What follows belongs to an exercise in optimizing a design on an open flow for small area, a short achievable clock period and few clock cycles; a production flow would make more cautious choices.
The RTL was checked by simulation tests, not by an equivalence proof against the original design.
Power is estimated from default activity; no workload was simulated.

==> inputs of maple <==
## felics_enc
module felics_enc (
    input  wire         clk,
    input  wire         rst,
    input  wire         start,
    input  wire [7:0]   width,       
    input  wire [15:0]  height,      
    output wire         idle,
    input  wire         pix_valid,
    input  wire [7:0]   pix_data,
    output wire         pix_ready,
    output wire         tbl_re,
    output wire [7:0]   tbl_raddr,
    input  wire [119:0] tbl_rdata,
    output wire         tbl_we,
    output wire [7:0]   tbl_waddr,
    output wire [119:0] tbl_wdata,
    output reg          out_valid,
    output reg  [7:0]   out_data
);
==> flow/config.mk <==
export PLATFORM = sky130hd
export DESIGN_NAME = felics_enc
export DESIGN_NICKNAME = felics_enc
export VERILOG_FILES = /design/flow/design.v
export SDC_FILE = /design/flow/constraint.sdc
export NUM_CORES = 4
export LEC_CHECK = 0
export CAP_MARGIN = 20
export CORE_MARGIN = 2
export CORE_UTILIZATION = 40
export CTS_CLUSTER_DIAMETER = 80
export CTS_CLUSTER_SIZE = 24
export PLACE_DENSITY = 0.6
export SLEW_MARGIN = 20
==> flow/constraint.sdc <==
create_clock -name core_clock -period 20.0 [get_ports {clk}]
set_input_delay 4.0000 -clock core_clock [delete_from_list [all_inputs] [get_ports {clk}]]
set_output_delay 4.0000 -clock core_clock [all_outputs]
set_load 0.01 [all_outputs]
run.sh (not shown) runs the stock make flow with config.mk's settings and CLKGATE_MAP_FILE= SYNTH_SCRIPT=/design/flow/synth_recipe.tcl, a recipe that flattens the netlist after the stock synthesis.
==> inputs of garnet, as changes to maple <==
--- a/flow/design.v
+++ b/flow/design.v
@@ -97,11 +97,11 @@
     assign k = g2 ? {2'b10, p2} : g1 ? {2'b01, p1} : {2'b00, p0};
 endmodule
 module felics_update (
     input  wire        en,      
     input  wire [89:0] row,
-    input  wire [7:0]  v,       
+    input  wire [7:0]  v,
     output reg  [89:0] row_new
 );
     function automatic [14:0] add15(input [14:0] a, input [14:0] b);
         reg [14:0] g, p, x;
         reg [14:0] gg, pp, gn, pn;
@@ -133,11 +133,11 @@
     integer k;
     always @* begin
         halve = 1'b1;
         for (k = 0; k < 6; k = k + 1) begin
             t  = row[15*k +: 15];
-            u  = {7'd0, v >> k};                  
+            u  = en ? {7'd0, v >> k} : 15'd0;
             c3 = en ? (k + 1) : 15'd0;
             s0 = t ^ u ^ c3;
             cy = {(t[13:0] & u[13:0]) | (t[13:0] & c3[13:0]) | (u[13:0] & c3[13:0]), 1'b0};
             sum[k] = add15(s0, cy);
             if (sum[k][14:10] == 5'd0) halve = 1'b0;
@@ -288,26 +288,26 @@
     reg [3:0]  s3_len;
     reg        m_v, m_line;
     reg [7:0]  m_a;
     reg [1:0]  m_slot;
     reg [119:0] m_row;
-    reg [7:0]  m_v8;         
+    reg        m_tok;        
     reg        wb_v, wb2_v;
     reg [7:0]  wb_a, wb2_a;
     reg [119:0] wb_row, wb2_row;
     wire [119:0] m_cur = m_row;
-    wire [89:0]  m_cnt = m_cur[89:0];
+    wire [89:0]  m_cnt = m_tok ? m_cur[89:0] : 90'd0;
     wire [2:0]  k_sel;
     wire [89:0] row_new;
     felics_ksel u_ksel (
         .row (m_cnt),
         .k   (k_sel)
     );
     felics_update u_update (
         .en      (~m_line),
         .row     (m_cnt),
-        .v       (m_v8),
+        .v       (s3_val[7:0]),
         .row_new (row_new)
     );
     wire [119:0] m_new = {epoch,
                           m_line ? {cb2[m_slot], cb1[m_slot], cb0[m_slot]} : m_cur[113:90],
                           row_new};
@@ -332,12 +332,11 @@
     assign tbl_waddr = wb_a;
     assign tbl_wdata = wb_row;
     reg          c_hit1, c_hit2;
     wire         c_hitm = m_v && (m_a == c_a);
     wire         rd_tok = (tbl_rdata[119:114] == epoch);
-    wire [119:0] rd_row = {tbl_rdata[119:90], rd_tok ? tbl_rdata[89:0] : 90'd0};
-    wire [119:0] c_cap  = c_hit1 ? wb_row : c_hit2 ? wb2_row : rd_row;
+    wire [119:0] c_cap  = c_hit1 ? wb_row : c_hit2 ? wb2_row : tbl_rdata;
     reg [15:0] fq [0:DEPTH-1];
     reg [2:0]  f_rd, f_wr;
     reg [2:0]  f_cnt;
     wire [15:0] fh = fq[f_rd];
     wire        f_short = fh[15];        
@@ -485,44 +484,19 @@
     wire [1:0]  nslot2   = nwrap2 ? (smw ? 2'd0 : nslot_nx + 2'd1) :
                            (npos_nx == 2'd2) ? nslot_nx + 2'd1 : nslot_nx;
     wire        hdec     = acc & lastcol;      
     wire        rows1_2  = lastc_nx ? (hdec ? h_eq3 : h_eq2) : (hdec ? h_eq2 : h_eq1);
     wire        last2    = nwrap2 & rows1_2;
-    wire [1:0]  npos_a1  = nwrap ? 2'd0 : (npos == 2'd2) ? 2'd0 : npos + 2'd1;
-    wire [1:0]  nslot_a1 = nwrap ? (smw ? 2'd0 : nslot_inc) : (npos == 2'd2) ? nslot_inc : nslot;
-    wire [1:0]  ls1_a1   = smw ? 2'd0 : nslot_a1;
-    function automatic [3:0] slot_hi(input [1:0] sl, input [1:0] ps);
-        begin
-            if (m_v & m_line & (m_slot == sl))
-                slot_hi = (ps == 2'd0) ? m_cur[97:94] : (ps == 2'd1) ? m_cur[105:102] : m_cur[113:110];
-            else
-                slot_hi = (ps == 2'd0) ? cb0[sl][7:4] : (ps == 2'd1) ? cb1[sl][7:4] : cb2[sl][7:4];
-        end
-    endfunction
-    wire [3:0]  lbn_h0   = (m_v & m_line & (m_slot == nslot)) ? slot_hi(nslot, npos) : lbn[7:4];
-    wire [3:0]  lb1_h0   = (m_v & m_line & (m_slot == (smw ? 2'd0 : nslot))) ? m_cur[105:102] : lb1[7:4];
-    wire [3:0]  lbn_h1   = ((cslot == nslot_a1) & (cpos == npos_a1)) ? pix[7:4] : slot_hi(nslot_a1, npos_a1);
-    wire [3:0]  lb1_h1   = ((cslot == ls1_a1) & (cpos == 2'd1)) ? pix[7:4] : slot_hi(ls1_a1, 2'd1);
-    wire        nr0_c0   = row0 & ~lastc_r;
-    wire        nr0_c1   = row0 & ~lastcol & ~nwrap;
-    wire [3:0]  xh0      = (nr0_c0 | w1) ? prev[7:4] : lbn_h0;
-    wire [3:0]  xh1      = (nr0_c1 | w1) ? pix[7:4] : lbn_h1;
-    wire [4:0]  x_lo0    = (rr > xh0) ? 5'd0 : {1'b0, xh0} - {1'b0, rr} + 5'd1;
-    wire [4:0]  x_hi0    = {1'b0, xh0} + {1'b0, rr};
-    wire [4:0]  x_lo1    = (rr > xh1) ? 5'd0 : {1'b0, xh1} - {1'b0, rr} + 5'd1;
-    wire [4:0]  x_hi1    = {1'b0, xh1} + {1'b0, rr};
-    wire        breg0    = ~(nr0_c0 | w1) & (coln == 7'd0) & ~w2;
-    wire        breg1    = ~(nr0_c1 | w1) & nwrap & ~w2;
-    wire        bok0     = adh(lbn_h0, lb1_h0) < rr;
-    wire        bok1     = adh(lbn_h1, lb1_h1) < rr;
-    wire [4:0]  x_lo     = acc ? x_lo1 : x_lo0;
-    wire [4:0]  x_hi     = acc ? x_hi1 : x_hi0;
-    wire        both_reg = acc ? breg1 : breg0;
-    wire        both_ok  = acc ? bok1 : bok0;
+    wire        nr0_2    = row0_nx & ~lastc_nx;
+    wire [3:0]  xh       = (nr0_2 | w1) ? prev_nx[7:4] : lbn_nx[7:4];
+    wire [4:0]  x_lo     = (rr > xh) ? 5'd0 : {1'b0, xh} - {1'b0, rr} + 5'd1;
+    wire [4:0]  x_hi     = {1'b0, xh} + {1'b0, rr};
+    wire        both_reg = ~(nr0_2 | w1) & (coln_nx == 7'd0) & ~w2;
     wire        ctx_a    = (ncnt2 != 2'd2) | ~dirty_nx |
-                           (both_reg ? both_ok :
-                            ((rr != 4'd0) & (pix_data[7:4] == (acc ? xh1 : xh0))));
+                           (both_reg ? (adh(lbn_nx[7:4], lb1_nx[7:4]) < rr) :
+                            ((rr != 4'd0) & ({1'b0, pix_data[7:4]} >= x_lo) &
+                             ({1'b0, pix_data[7:4]} < x_hi)));
     wire ok_a  = ~done_nx & ~last_nx & (smw | last2 | ab_v2[nslot2]) & ctx_a;
     wire occ_ok    = acc_in ? ((occ <= 3'd4) | (pop & (occ <= 3'd5))) : ((occ <= 3'd5) | pop);
     wire pr_nx     = running_nx & occ_ok & (acc_in ? ok_a : ok_b) &
                      (~smw | (st == ST_RUN));
     always @(posedge clk) begin
@@ -573,11 +547,11 @@
         s3_len  <= s2_len;
         m_line  <= c_line;
         m_a     <= c_a;
         m_slot  <= c_slot;
         m_row   <= c_hitm ? m_new : c_cap;
-        m_v8    <= c_line ? 8'd0 : s2_val[7:0];
+        m_tok   <= c_hitm | c_hit1 | c_hit2 | rd_tok;
         c_hit1  <= m_v && (m_a == tbl_raddr);
         c_hit2  <= wb_v && (wb_a == tbl_raddr);
         wb_a    <= m_v ? m_a : rf_ptr;
         wb_row  <= {m_v ? epoch : epoch - 6'd1, m_new[113:0]};
         wb2_a   <= wb_a;
--- a/flow/config.mk
+++ b/flow/config.mk
@@ -6,9 +6,7 @@
 export NUM_CORES = 4
 export LEC_CHECK = 0
 export CAP_MARGIN = 20
 export CORE_MARGIN = 2
 export CORE_UTILIZATION = 40
-export CTS_CLUSTER_DIAMETER = 80
-export CTS_CLUSTER_SIZE = 24
 export PLACE_DENSITY = 0.6
 export SLEW_MARGIN = 20
==> inputs of tundra, as changes to maple <==
--- a/flow/design.v
+++ b/flow/design.v
@@ -518,11 +518,12 @@
     wire [4:0]  x_hi     = acc ? x_hi1 : x_hi0;
     wire        both_reg = acc ? breg1 : breg0;
     wire        both_ok  = acc ? bok1 : bok0;
     wire        ctx_a    = (ncnt2 != 2'd2) | ~dirty_nx |
                            (both_reg ? both_ok :
-                            ((rr != 4'd0) & (pix_data[7:4] == (acc ? xh1 : xh0))));
+                            ((rr != 4'd0) & ({1'b0, pix_data[7:4]} >= x_lo) &
+                             ({1'b0, pix_data[7:4]} < x_hi)));
     wire ok_a  = ~done_nx & ~last_nx & (smw | last2 | ab_v2[nslot2]) & ctx_a;
     wire occ_ok    = acc_in ? ((occ <= 3'd4) | (pop & (occ <= 3'd5))) : ((occ <= 3'd5) | pop);
     wire pr_nx     = running_nx & occ_ok & (acc_in ? ok_a : ok_b) &
                      (~smw | (st == ST_RUN));
     always @(posedge clk) begin
==> qor summary <==
	maple	tundra	garnet
Reg2reg path depth	27	27	26
Initial antenna violation count	5	5	4
Final Total Pwr	4.81 mW	4.59 mW	5.41 mW
Run status	no timing/DRC/antenna violations	no timing/DRC/antenna violations	no timing/DRC/antenna violations
Clock-cell share	0.0307	0.0302	0.0573
Wire length of the first global-routing pass	242 mm	241 mm	235 mm
Compound-Gate Fraction of Synth Area	0.158	0.159	0.139
Maximum number of pins on one net before global-route repair	139	118	114
Wire length on met1	70.3 mm	69.0 mm	67.5 mm
IR drop worst, VDD	82.8 uV	67.0 uV	62.7 uV
WP data arrival	7.45 ns	7.46 ns	8.15 ns
Power consumed by sequential cells	2.19 mW	2.17 mW	2.20 mW
Layout sequential cell count	920	920	913
Met1 track demand over resource	0.305	0.296	0.296
FILL cells	12778	12761	12566
Master of the slowest instance on the critical path	sky130_fd_sc_hd__nand2_1	sky130_fd_sc_hd__edfxtp_1	sky130_fd_sc_hd__o21ai_1
Testbench counts of maple, summed over its fixed seeds: cycles 44,758.
Testbench counts of garnet, summed over its fixed seeds: cycles 43,456.
Testbench counts of tundra, summed over its fixed seeds: cycles 43,456.


==> inputs of v7 <==
Another version of the RTL of felics_enc (not shown whole).
==> flow/config.mk <==
export PLATFORM = sky130hd
export DESIGN_NAME = felics_enc
export DESIGN_NICKNAME = felics_enc
export VERILOG_FILES = /design/flow/design.v
export SDC_FILE = /design/flow/constraint.sdc
export NUM_CORES = 4
export LEC_CHECK = 0
export CAP_MARGIN = 20
export CORE_MARGIN = 2
export CORE_UTILIZATION = 55
export CTS_CLUSTER_DIAMETER = 80
export CTS_CLUSTER_SIZE = 24
export PLACE_DENSITY = 0.7
export SLEW_MARGIN = 20
==> flow/constraint.sdc <==
create_clock -name core_clock -period 20.0 [get_ports {clk}]
set_input_delay 4.0000 -clock core_clock [delete_from_list [all_inputs] [get_ports {clk}]]
set_output_delay 4.0000 -clock core_clock [all_outputs]
set_load 0.01 [all_outputs]
==> inputs of v24, as changes to v7 <==
--- a/flow/design.v
+++ b/flow/design.v
@@ -1,11 +1,10 @@
 module felics_phased (
     input  wire [7:0] off,
     input  wire [7:0] dlt,
-    input  wire [3:0] m,         
     output wire [8:0] c,
     output wire [3:0] len
 );
     function automatic lt8(input [7:0] x, input [7:0] y);
         reg [7:0] l, g;
         reg [3:0] l2, g2;
         reg [1:0] l4, g4;
@@ -23,38 +22,33 @@
                 l4[i] = l2[2*i+1] | (~g2[2*i+1] & l2[2*i]);
                 g4[i] = g2[2*i+1] | (~l2[2*i+1] & g2[2*i]);
             end
             lt8 = l4[1] | (~g4[1] & l4[0]);
         end
     endfunction
     wire [8:0] n = {1'b0, dlt} + 9'd1;
+    reg  [3:0] m;
+    integer i;
+    always @* begin
+        m = 4'd0;
+        for (i = 0; i < 9; i = i + 1)
+            if (n[i]) m = i[3:0];
+    end
     wire [9:0] p   = 10'd1 << m;
     wire [8:0] np  = n & ~p[8:0];
     wire       ge_p  = |({2'b00, off} & ~(p - 10'd1));     
     wire       ge_np = ~lt8(off, np[7:0]);
     wire [9:0] p5  = (p << 2) + p;
     wire [9:0] c1  = p5 - {n, 1'b0};
     wire [9:0] c2  = (p << 1) - {1'b0, n};
     wire [9:0] c3  = p5 - {1'b0, n};
     wire [9:0] cs  = ge_p ? c1 : ge_np ? c2 : c3;
     assign c = cs[8:0];
     assign len = (ge_np & ~ge_p) ? (m + 4'd1) : (m + 4'd2);
 endmodule
-module felics_plog (
-    input  wire [7:0] dlt,
-    output reg  [3:0] m
-);
-    wire [8:0] n = {1'b0, dlt} + 9'd1;
-    integer i;
-    always @* begin
-        m = 4'd0;
-        for (i = 0; i < 9; i = i + 1)
-            if (n[i]) m = i[3:0];
-    end
-endmodule
 module felics_ksel (
     input  wire [89:0] row,     
     output wire [2:0]  k
 );
     function automatic le15(input [14:0] x, input [14:0] y);
         reg [15:0] l, g;
         reg [7:0]  l2, g2;
@@ -95,59 +89,28 @@
     wire        g2 = b & c;
     wire        g1 = a & ~c;
     assign k = g2 ? {2'b10, p2} : g1 ? {2'b01, p1} : {2'b00, p0};
 endmodule
 module felics_update (
     input  wire        en,      
     input  wire [89:0] row,
-    input  wire [7:0]  v,       
+    input  wire [7:0]  v,
     output reg  [89:0] row_new
 );
-    function automatic [14:0] add15(input [14:0] a, input [14:0] b);
-        reg [14:0] g, p, x;
-        reg [14:0] gg, pp, gn, pn;
-        integer i, d;
-        begin
-            x = a ^ b;
-            g = a & b;
-            p = a | b;
-            gg = g;
-            pp = p;
-            for (d = 1; d < 15; d = d * 2) begin
-                gn = gg;
-                pn = pp;
-                for (i = 0; i < 15; i = i + 1) begin
-                    if ((i / d) % 2 == 1) begin
-                        gn[i] = gg[i] | (pp[i] & gg[(i / d) * d - 1]);
-                        pn[i] = pp[i] & pp[(i / d) * d - 1];
-                    end
-                end
-                gg = gn;
-                pp = pn;
-            end
-            add15 = x ^ {gg[13:0], 1'b0};
-        end
-    endfunction
-    reg [14:0] t, u, c3, s0, cy;
     reg [14:0] sum [0:5];
     reg        halve;
-    integer k;
+    integer i;
     always @* begin
         halve = 1'b1;
-        for (k = 0; k < 6; k = k + 1) begin
-            t  = row[15*k +: 15];
-            u  = {7'd0, v >> k};                  
-            c3 = en ? (k + 1) : 15'd0;
-            s0 = t ^ u ^ c3;
-            cy = {(t[13:0] & u[13:0]) | (t[13:0] & c3[13:0]) | (u[13:0] & c3[13:0]), 1'b0};
-            sum[k] = add15(s0, cy);
-            if (sum[k][14:10] == 5'd0) halve = 1'b0;
+        for (i = 0; i < 6; i = i + 1) begin
+            sum[i] = row[15*i +: 15] + (en ? ({7'd0, v >> i} + 15'd1 + i[14:0]) : 15'd0);
+            if (sum[i][14:10] == 5'd0) halve = 1'b0;
         end
-        for (k = 0; k < 6; k = k + 1)
-            row_new[15*k +: 15] = halve ? {1'b0, sum[k][14:1]} : sum[k];
+        for (i = 0; i < 6; i = i + 1)
+            row_new[15*i +: 15] = halve ? {1'b0, sum[i][14:1]} : sum[i];
     end
 endmodule
 module felics_enc (
     input  wire         clk,
     input  wire         rst,
     input  wire         start,
     input  wire [7:0]   width,       
@@ -188,34 +151,35 @@
                 g4[i] = g2[2*i+1] | (~l2[2*i+1] & g2[2*i]);
             end
             lt8 = l4[1] | (~g4[1] & l4[0]);
         end
     endfunction
     reg [1:0]  st;
     reg [7:0]  w_r;
-    reg [15:0] h_r;          
+    reg [15:0] h_r;
     reg [6:0]  wm1;          
     reg        w1, w2;       
     reg        smw;        
     reg [5:0]  mm1;          
     reg [3:0]  hcnt;
     reg [5:0]  epoch;
     reg        dirty;        
-    reg [2:0]  rf_cnt;       
+    reg [8:0]  rf_left;      
     reg        rf_z;         
     reg [7:0]  rf_ptr;
     reg        idle_r;
     assign idle = idle_r;
     reg [7:0]  cb0 [0:3], cb1 [0:3], cb2 [0:3];
     reg [3:0]  ab_v;
     reg [7:0]  prev;
-    reg [6:0]  coln;         
+    reg [6:0]  col, coln;    
     reg [1:0]  cpos, npos;   
     reg [1:0]  cslot, nslot; 
     reg        row0;         
+    reg [15:0] rows_left;    
     reg [1:0]  ncnt;         
     reg        done_in;
     reg [7:0]  a_r, b_r;     
     reg        lastc_r;      
     reg        last_r;       
     reg        pr_r;         
     reg [2:0]  occ;
@@ -229,33 +193,26 @@
     wire [7:0] nb_a = (nr0 | w1) ? pix_data : lbn;
     wire [7:0] nb_b = (nr0 | w1) ? prev :
                       ((coln == 7'd0) && !w2) ? lb1 : pix_data;
     wire       a_lt  = lt8(a_r, b_r);
     wire [7:0] l_pre = a_lt ? a_r : b_r;
     wire [7:0] h_pre = a_lt ? b_r : a_r;
     wire [7:0] d_pre = a_lt ? (b_r - a_r) : (a_r - b_r);
-    wire       rows1 = lastcol ? (h_r == 16'd2) : (h_r == 16'd1);
-    wire [3:0] m_pre;
-    felics_plog u_plog (
-        .dlt (d_pre),
-        .m   (m_pre)
-    );
+    wire       rows1 = lastcol ? (rows_left == 16'd2) : (rows_left == 16'd1);
     wire blk_done = acc & ((cpos == 2'd2) | lastcol);     
     wire nblk_end = (npos == 2'd2) | (coln == wm1);        
     wire [1:0] nslot_inc = nslot + 2'd1;
     reg        s1_v, s1_verb, s1_last, s1_blw, s1_abv;
     reg [7:0]  s1_p, s1_d, s1_off, s1_oa;
-    reg [3:0]  s1_m;
     wire s1_out = s1o_r;      
     wire [8:0] ph_c;
     wire [3:0] ph_len;
     felics_phased u_phased (
         .off (s1_off),
         .dlt (s1_d),
-        .m   (s1_m),
         .c   (ph_c),
         .len (ph_len)
     );
     reg        running;      
     reg [2:0]  ahead;        
     reg [1:0]  g_slot;       
     reg [5:0]  g_word;       
@@ -276,15 +233,14 @@
     reg [1:0]  s3_kind;
     reg [8:0]  s3_val;
     reg [3:0]  s3_len;
     reg        m_v, m_line;
     reg [7:0]  m_a;
     reg [1:0]  m_slot;
     reg [119:0] m_row;
-    reg [7:0]  m_v8;         
     reg        m_tok;        
     reg        wb_v, wb2_v;
     reg [7:0]  wb_a, wb2_a;
     reg [119:0] wb_row, wb2_row;
     wire [119:0] m_cur = m_row;
     wire [89:0]  m_cnt = m_tok ? m_cur[89:0] : 90'd0;
     wire [2:0]  k_sel;
@@ -292,15 +248,15 @@
     felics_ksel u_ksel (
         .row (m_cnt),
         .k   (k_sel)
     );
     felics_update u_update (
         .en      (~m_line),
         .row     (m_cnt),
-        .v       (m_v8),
+        .v       (s3_val[7:0]),
         .row_new (row_new)
     );
     wire [119:0] m_new = {epoch,
                           m_line ? {cb2[m_slot], cb1[m_slot], cb0[m_slot]} : m_cur[113:90],
                           row_new};
     always @(posedge clk) begin
         if (pix_ready) begin
@@ -345,15 +301,14 @@
         if (s3_v)
             fq[f_wr] <= {~s3_out | s3_short[k_sel], s3_last, s3_out, s3_val,
                          s3_out ? {1'b0, k_sel} : s3_len};
     end
     reg [23:0] pa;           
     reg [4:0]  pc;           
     reg        lng;          
-    reg        lng_t;        
     reg [7:0]  zr;           
     reg        fin;          
     reg        ch_v;         
     reg [15:0] ch_val;
     reg [4:0]  ch_len;
     reg        ch_last;
     wire [7:0] f_mag = f_val[7:0];
@@ -362,27 +317,26 @@
     wire [5:0] f_kmask = (6'd1 << f_k) - 6'd1;
     wire [5:0] f_tail  = (6'd1 << f_k) | ({1'b0, f_mag[4:0]} & f_kmask);
     wire [3:0] f_tl    = {1'b0, f_k} + 4'd1;
     wire [4:0] f_tot   = f_q[4:0] + {1'b0, f_tl} + 5'd2;       
     wire [8:0] f_rem   = {1'b0, zr} + {5'd0, f_tl};             
     wire [4:0] f_zn    = (zr >= 8'd16) ? 5'd16 : zr[4:0];       
     wire [3:0] f_z1    = (f_q >= 8'd14) ? 4'd14 : f_q[3:0];     
-    wire [7:0] f_zr_nx = lng ? (zr - {3'd0, f_zn}) : (f_q - {4'd0, f_z1});
     reg [15:0] sym_v;
     reg [4:0]  sym_l;
     reg        sym_pop;      
     always @* begin
         sym_v   = 16'd0;
         sym_l   = 5'd0;
         sym_pop = 1'b1;
         if (!f_rice) begin
             sym_v = {7'd0, f_val};
             sym_l = {1'b0, f_len};
         end else if (lng) begin
-            if (lng_t) begin
+            if (f_rem <= 9'd16) begin
                 sym_v = {10'd0, f_tail};
                 sym_l = f_rem[4:0];
             end else begin
                 sym_l   = f_zn;
                 sym_pop = 1'b0;
             end
         end else if (f_short) begin
@@ -415,15 +369,16 @@
             default: hdr_byte = 8'h00;
         endcase
     end
     wire [15:0] nb_mul = ({8'd0, w_r} + 16'd2) * 16'd171;
     wire [6:0]  nb_w   = nb_mul[15:9];
     wire       done_nx = done_in | (acc & last_pix);
     wire [2:0] occ_nx  = occ + {2'd0, acc} - {2'd0, pop};
-    wire       rf_z_nx = rf_z | (rf_en & (dirty ? (rf_ptr == 8'd255) : (rf_cnt == 3'd1)));
+    wire [8:0] rf_nx   = rf_left - {8'd0, rf_en};
+    wire       rf_z_nx = rf_z | (rf_en & (rf_left == 9'd1));
     wire [7:0] rf_ptr_nx = rf_ptr + {7'd0, rf_en};
     wire       dirty_nx  = dirty & ~rf_z_nx;
     wire       nwrap    = (coln == wm1);
     wire [1:0] npos_nx  = ~acc ? npos : nwrap ? 2'd0 : (npos == 2'd2) ? 2'd0 : npos + 2'd1;
     wire [1:0] nslot_nx = ~acc ? nslot : nwrap ? (smw ? 2'd0 : nslot_inc) :
                           (npos == 2'd2) ? nslot_inc : nslot;
     wire       last_nx  = acc ? (nwrap & rows1) : last_r;
@@ -464,30 +419,28 @@
     wire [4:0] x_hi  = {1'b0, xh} + {1'b0, rr};
     wire       both_reg = ~(nr0 | w1) & (coln == 7'd0) & ~w2;
     wire [3:0] dhi_b = (lbn[7:4] < lb1[7:4]) ? (lb1[7:4] - lbn[7:4]) : (lbn[7:4] - lb1[7:4]);
     wire       ctx_new = both_reg ? (dhi_b < rr) :
                          ((rr != 4'd0) & ({1'b0, pix_data[7:4]} >= x_lo) & ({1'b0, pix_data[7:4]} < x_hi));
     wire ctx_ok_nx = (ncnt_nx != 2'd2) | ~dirty_nx | (acc ? ctx_new : (dhi_c < rr));
     wire occ_ok    = acc ? ((occ <= 3'd3) | (pop & (occ <= 3'd4))) : ((occ <= 3'd4) | pop);
-    wire pr_nx     = running_nx & ~done_nx & occ_ok & ab_ok_nx & ctx_ok_nx &
-                     (~smw | (st == ST_RUN));
+    wire pr_nx     = running_nx & ~done_nx & occ_ok & ab_ok_nx & ctx_ok_nx;
     always @(posedge clk) begin
         if (acc) begin
             prev    <= pix_data;
             a_r     <= nb_a;
             b_r     <= nb_b;
             lastc_r <= nwrap;
         end
         last_r  <= last_nx;
         lbn     <= lbn_nx;
         lb1     <= lb1_nx;
         s1_verb <= vnext;
         s1_last <= last_pix;
         s1_d    <= d_pre;
-        s1_m    <= m_pre;
         s1_p    <= pix_data;
         s1_blw  <= p_blw;
         s1_abv  <= p_abv;
         s1_off  <= pix_data - l_pre;
         s1_oa   <= pix_data - h_pre - 8'd1;
         s2_last <= s1_last;
         if (s1_verb) begin
@@ -512,15 +465,14 @@
         s3_val  <= (s2_kind == 2'd1) ? (s2_val + s2_c) : s2_val;
         s2_c    <= ph_c;
         s3_len  <= s2_len;
         m_line  <= c_line;
         m_a     <= c_a;
         m_slot  <= c_slot;
         m_row   <= c_hitm ? m_new : c_cap;
-        m_v8    <= c_line ? 8'd0 : s2_val[7:0];
         c_hit1  <= m_v && (m_a == tbl_raddr);
         c_hit2  <= wb_v && (wb_a == tbl_raddr);
         m_tok   <= c_hitm | c_tok;
         wb_a    <= m_v ? m_a : rf_ptr;
         wb_row  <= {m_v ? epoch : epoch - 6'd1, m_new[113:0]};
         wb2_a   <= wb_a;
         wb2_row <= wb_row;
@@ -536,14 +488,15 @@
             re_r      <= 1'b0;
             op_r      <= 1'b0;
             s1o_r     <= 1'b0;
             we_r      <= 1'b0;
             done_in   <= 1'b0;
             running   <= 1'b0;
             dirty     <= 1'b1;
+            rf_left   <= 9'd256;
             rf_z      <= 1'b0;
             rf_ptr    <= 8'd0;
             epoch     <= 6'd0;
             occ       <= 3'd0;
             ab_v      <= 4'd0;
             ahead     <= 3'd0;
             s1_v      <= 1'b0;
@@ -566,16 +519,15 @@
             s3_v  <= s2_v;
             c_v   <= tbl_re;
             m_v   <= c_v;
             wb_v  <= m_v;
             wb2_v <= wb_v;
             occ   <= occ_nx;
             done_in <= done_nx;
-            if (rf_en)
-                rf_cnt <= rf_cnt - 3'd1;
+            rf_left <= rf_nx;
             rf_z    <= rf_z_nx;
             rf_ptr  <= rf_ptr_nx;
             dirty   <= dirty_nx;
             we_r    <= m_v | rf_en;
             running <= running_nx;
             pr_r    <= pr_nx;
             s1o_r   <= s1o_nx;
@@ -590,20 +542,21 @@
             if (pop)
                 f_rd <= (f_rd == DEPTH - 1) ? 3'd0 : f_rd + 3'd1;
             f_cnt <= f_cnt + {2'd0, s3_v} - {2'd0, pop};
             npos  <= npos_nx;
             nslot <= nslot_nx;
             ncnt  <= ncnt_nx;
             if (acc) begin
+                col   <= coln;
                 cpos  <= npos;
                 cslot <= nslot;
                 coln  <= nwrap ? 7'd0 : coln + 7'd1;
                 if (lastcol) begin
                     row0      <= 1'b0;
-                    h_r       <= h_r - 16'd1;
+                    rows_left <= rows_left - 16'd1;
                 end
             end
             out_valid <= 1'b0;
             if (ch_take) begin
                 pa <= (pa << ch_len) | {8'd0, ch_val};
                 pc <= pc_aft + ch_len;
                 if (ch_last)
@@ -615,17 +568,16 @@
                 ch_v    <= 1'b1;
                 ch_val  <= sym_v;
                 ch_len  <= sym_l;
                 ch_last <= sym_pop & f_last;
                 if (sym_pop) begin
                     lng <= 1'b0;
                 end else begin
-                    lng   <= 1'b1;
-                    zr    <= f_zr_nx;
-                    lng_t <= ({1'b0, f_zr_nx} + {5'd0, f_tl}) <= 9'd16;
+                    lng <= 1'b1;
+                    zr  <= lng ? (zr - {3'd0, f_zn}) : (f_q - {4'd0, f_z1});
                 end
             end else if (ch_take) begin
                 ch_v <= 1'b0;
             end
             if (p_out) begin
                 out_valid <= 1'b1;
                 out_data  <= p_ext[7:0];
@@ -639,30 +591,32 @@
                         wm1       <= width[6:0] - 7'd1;
                         lastc_r   <= (width == 8'd1);
                         last_r    <= (width == 8'd1) & (height == 16'd1);
                         w1        <= (width == 8'd1);
                         w2        <= (width == 8'd2);
                         smw     <= (width < 8'd13);
                         hcnt      <= 4'd0;
+                        col       <= 7'd0;
                         cpos      <= 2'd0;
                         cslot     <= 2'd0;
                         coln      <= (width == 8'd1) ? 7'd0 : 7'd1;
                         npos      <= (width == 8'd1) ? 2'd0 : 2'd1;
                         nslot     <= 2'd0;
                         row0      <= 1'b1;
+                        rows_left <= height;
                         ncnt      <= 2'd0;
                         done_in   <= 1'b0;
                         pr_r      <= 1'b0;
                         idle_r    <= 1'b0;
                         re_r      <= 1'b0;
                         op_r      <= 1'b0;
                         running   <= 1'b0;
                         if (!dirty)
                         begin
-                            rf_cnt  <= 3'd5;
+                            rf_left <= 9'd5;
                             rf_z    <= 1'b0;
                         end
                         epoch     <= epoch + 6'd1;
                         ab_v      <= 4'd0;
                         ahead     <= 3'd0;
                         g_slot    <= 2'd0;
                         g_word    <= 6'd0;
- CORE_UTILIZATION: 55 -> 40
- PLACE_DENSITY: 0.7 -> 0.6
==> comparison <==
Wire length: v24 is higher than v7 (about 4%). In clock power, v7 and v24 hardly differ. In v24 the global-route usage is lower than in v7, by 7.0 points. Between v24 and v7, the lower die area is in v7 (gap about 40%, measured against v7). Against v7, the first-iteration DRC count of v24 is smaller by 11%. Between v7 and v24, the lower sequential share of layout area is in v24 (gap 0.20 points).
Testbench counts of v7, summed over its fixed seeds: cycles 43,453.
Testbench counts of v24, summed over its fixed seeds: cycles 43,453.

-- separate check: timing with driven ports --
The flow's constraints put no driver on any port. The routed layouts listed below were extracted and timed again, unchanged, in two steps. Step 1 (the two cells are an assumption about what drives the block):
set clk [get_ports {clk}]
set_driving_cell -lib_cell sky130_fd_sc_hd__clkbuf_16 $clk
set_driving_cell -lib_cell sky130_fd_sc_hd__buf_2 [delete_from_list [all_inputs] $clk]
Step 2 adds t to the input delays and takes it off the output delays; t is the mean of the earliest and latest rising clock arrival at the registers after step 1. Input paths then give back, and output paths get back, about the clock's delay inside the block. a / b / c = no drivers / after step 1 / after step 2; a / b = the first two.
| run | t (ns) | slack for setup (ns) | worst hold slack (ns) | worst slew at a driven data input, ns |
|---|---|---|---|---|
| maple | 0.770 | 13.164 / 13.164 / 12.826 | 0.332 / 0.332 / 0.332 | 0.12 |
| garnet | 0.779 | 12.515 / 12.515 / 12.515 | 0.326 / 0.326 / 0.326 | 0.09 |
| tundra | 0.756 | 13.169 / 13.169 / 12.847 | 0.337 / 0.337 / 0.337 | 0.10 |
| v7 | 0.709 | 12.909 / 12.945 / 12.236 | 0.333 / 0.333 / 0.333 | 0.09 |
| v24 | 0.734 | 13.000 / 13.053 / 12.319 | 0.318 / 0.318 / 0.318 | 0.11 |
After both steps every run listed still meets setup and hold. For v24, which loses most, drivers alone change the setup slack by +0.053 ns; drivers and shift together by -0.681 ns.
